What follows belongs to an exercise in optimizing a design on an open flow for small area, a short achievable clock period and few clock cycles per item; a production flow would make more cautious choices.

==> job 6441: inputs <==
// spn_core
module spn_core (
  input  wire         clk,
  input  wire         rst,
  input  wire         start,
  input  wire [1:0]   op,
  input  wire [1:0]   klen,
  input  wire [255:0] key,
  input  wire [127:0] din,
  output reg          busy,
  output reg          done,
  output reg          err,
  output wire [127:0] dout
);
clock: 13.0 ns
lec_check: 0
abc_area: 1
cap_margin: 20
cell_pad_in_sites_detail_placement: 1
cell_pad_in_sites_global_placement: 2
core_margin: 2
core_utilization: 30
slew_margin: 20
standard.sh (not shown) runs the stock make flow with config.mk's settings and CLKGATE_MAP_FILE= SYNTH_SCRIPT=/design/flow/synth_recipe.tcl, a recipe that flattens the netlist after the stock synthesis.
==> flow/flow/run.sh <==
#!/bin/bash
# Layout: the standard synthesis unchanged, then ORFS's standard layout steps
# with a larger setup margin for repair_timing (same SDC, same clock period) and
# plain buffers (buf_2) as the port buffers. Each tool run's full output goes to
# a log file in this folder.
set -uo pipefail
bash standard.sh synth > synth.log 2>&1 || exit 1
bash standard.sh SETUP_SLACK_MARGIN=8 "BUFFER_PORTS_ARGS=-buffer_cell sky130_fd_sc_hd__buf_2" finish > layout.log 2>&1 || exit 1
==> job 7731 (differences from job 6441) <==
--- a/flow/design.v
+++ b/flow/design.v
@@ -752,11 +752,10 @@
   localparam [127:0] C63 = {16{8'h63}};
   reg  [2:0]   mode;
   reg          key_valid;
   reg          wend;         
   reg  [1:0]   nkc;          
-  reg          nk4, nk6, nk8;    
   reg  [3:0]   pq;           
   reg          last;         
   reg          save;         
   reg  [127:0] yr;           
   reg  [3:0]   oenc;
@@ -901,41 +900,36 @@
       spn_ginv u_inv (.x(ksin[31 - 8*g -: 8]), .y(ksub_i[31 - 8*g -: 8]));
     end
   endgenerate
   wire [31:0] ksub = ksub_i ^ 32'h63636363;
   wire [31:0] kt   = rot ? ({ksub[23:0], ksub[31:24]} ^ {krc, 24'h000000}) : ksub;
-  wire [31:0] x01 = w0 ^ w1, x23 = w2 ^ w3, x45 = w4 ^ w5, x67 = w6 ^ w7;
-  wire [31:0] x12 = w1 ^ w2, x34 = w3 ^ w4, x56 = w5 ^ w6;
-  function [31:0] pick;
-    input [31:0] v4, v6, v8;
-    begin
-      pick = ({32{nk4}} & v4) | ({32{nk6}} & v6) | ({32{nk8}} & v8);
-    end
-  endfunction
-  wire [31:0] b0  = pick(w4,  w2,  w0);
-  wire [31:0] b2  = pick(w6,  w4,  w2);
-  wire [31:0] b01 = pick(x45, x23, x01);
-  wire [31:0] b23 = pick(x67, x45, x23);
-  wire [31:0] c0  = pick(w0,  w2,  w4);
-  wire [31:0] c10 = pick(x01, x23, x45);
-  wire [31:0] c21 = pick(x12, x34, x56);
-  wire [31:0] c32 = pick(x23, x45, x67);
-  wire [31:0] fx = sub0 ? 32'd0 : w7;       
-  wire [31:0] p0 = b0 ^ fx;
-  wire [31:0] p1 = b01 ^ fx;
-  wire [31:0] p2 = sub2 ? b2 : (b01 ^ (b2 ^ fx));
-  wire [31:0] p3 = sub2 ? b23 : (b01 ^ (b23 ^ fx));
-  wire [31:0] q0 = sub0 ? c0 : (w2 ^ w1);   
-  wire [31:0] q1 = c10;
-  wire [31:0] q2 = sub2 ? w4 : c21;         
-  wire [31:0] q3 = c32;
-  wire [127:0] kpq   = kfwd ? {p0, p1, p2, p3} : {q0, q1, q2, q3};
-  wire [3:0]   kmask = kfwd ? {sub0, sub0, sub0 | sub2, sub0 | sub2} : {sub0, 1'b0, sub2, 1'b0};
-  wire [127:0] nw    = kpq ^ ({{32{kmask[3]}}, {32{kmask[2]}}, {32{kmask[1]}}, {32{kmask[0]}}} &
-                             {kt, kt, kt, kt});
-  wire [255:0] win_fwd = {win[127:0], nw};
-  wire [255:0] win_bwd = {nw, win[255:128]};
+  reg [31:0] n0, n1, n2, n3;
+  reg [31:0] m0, m1, m2, m3;
+  always @(*) begin
+    case (nkc)
+      2'd0: begin
+        n0 = w4 ^ kt; n1 = w5 ^ w4 ^ kt; n2 = w6 ^ w5 ^ w4 ^ kt; n3 = w7 ^ w6 ^ w5 ^ w4 ^ kt;
+        m3 = w3 ^ w2; m2 = w2 ^ w1; m1 = w1 ^ w0; m0 = w0 ^ kt;
+      end
+      2'd1: begin
+        n0 = w2 ^ (sub0 ? kt : w7);
+        n1 = w3 ^ n0;
+        n2 = sub2 ? (w4 ^ kt) : (w4 ^ n1);
+        n3 = w5 ^ n2;
+        m0 = w2 ^ (sub0 ? kt : w1);
+        m1 = w3 ^ w2;
+        m2 = w4 ^ (sub2 ? kt : w3);
+        m3 = w5 ^ w4;
+      end
+      default: begin
+        n0 = w0 ^ kt; n1 = w1 ^ w0 ^ kt; n2 = w2 ^ w1 ^ w0 ^ kt; n3 = w3 ^ w2 ^ w1 ^ w0 ^ kt;
+        m0 = w4 ^ kt; m1 = w5 ^ w4; m2 = w6 ^ w5; m3 = w7 ^ w6;
+      end
+    endcase
+  end
+  wire [255:0] win_fwd = {win[127:0], n0, n1, n2, n3};
+  wire [255:0] win_bwd = {m0, m1, m2, m3, win[255:128]};
   wire [127:0] rk_e = win[127:0];
   wire [127:0] rk_d = win[255:128];
   wire [127:0] e_mc  = {mix_col(yr[127:96]), mix_col(yr[95:64]),
                         mix_col(yr[63:32]),  mix_col(yr[31:0])};
   wire [127:0] e_next = e_mc ^ rk_e ^ C63;
@@ -1051,13 +1045,10 @@
       rsv <= win;
   end
   always @(posedge clk) begin
     pq   <= pq_n;
     nkc  <= nkc_n;
-    nk4  <= (nkc_n == 2'd0);
-    nk6  <= (nkc_n == 2'd1);
-    nk8  <= nkc_n[1];
     last <= last_n;
     save <= (go_enc && !wend) || (go_dec && wend) || (mode == M_KS3);
     kfwd <= kfwd_n;
     {sub0, sub2, rot, krc, ksel} <= pat_n;
   end
==> qor summary <==
                                                                job 7731      job 6441
Final worst-path cycle share                                       0.429         0.421
Largest net degree at the start of global routing                    131           150
Worst r2r dst                                                     yr[37]         yr[6]
Number of buffers created by CTS                                     106           108
Postcts setup bufs                                                   464           412
Comb_multi_in                                                      18.1k         18.5k
Worst setup path startpoint                                      oenc[3]       oenc[2]
Run status                              no timing/DRC/antenna violations  no timing/DRC/antenna violations
Cell Area, Placed                                            0.130 sq mm   0.131 sq mm
Maximum fanout along the worst path                                    8             7
Global-route usage over all layers                                 0.469         0.478
Final worst slack                                                7.43 ns       7.53 ns
Number of nets in the layout                                       23.2k         23.6k
Violation count after the first detailed-routing iteration         24.5k         26.1k
Multi-input gate share of total cell area                          0.656         0.659
Average vias per placed instance                                    6.17          6.22
Area share of buffers outside the clock network                    0.108        0.0950
Core Util, Final                                                   0.388         0.372
Row count                                                            234           236
Seq. cell area                                              0.0188 sq mm  0.0189 sq mm
Synthesized instance count                                         21.8k         22.3k
No run of this note included a check of the RTL's function; only the layout flow was run.

## static timing again, ports no longer ideal
In the flow no input, the clock included, has a driving cell. The finished layouts below were timed again as built, in two steps. Step 1 (the two cells are an assumption about what drives the block):
set clk [get_ports {clk}]
set_driving_cell -lib_cell sky130_fd_sc_hd__clkbuf_16 $clk
set_driving_cell -lib_cell sky130_fd_sc_hd__buf_2 [delete_from_list [all_inputs] $clk]
Step 2, shift: input delay + t, output delay - t, t = (earliest + latest rising clock arrival at the registers) / 2. This alone moves slack from input paths to output paths. a / b / c = ideal ports / drivers / drivers and shift; a / b = the first two.
run	t (ns)	slack for setup (ns)	worst register clock-pin slew, ns	worst data-port slew with drivers (ns)	pins driven straight from the clock port
job 6441	1.034	7.525 / 7.409 / 6.407	0.07 / 0.07	0.49	1
job 7731	1.051	7.428 / 7.326 / 6.448	0.08 / 0.08	0.48	1
After both steps setup and hold are still met in every run listed. The setup slack of job 6441, which loses most, moves by -0.116 ns with the drivers and by -1.118 ns with both steps.
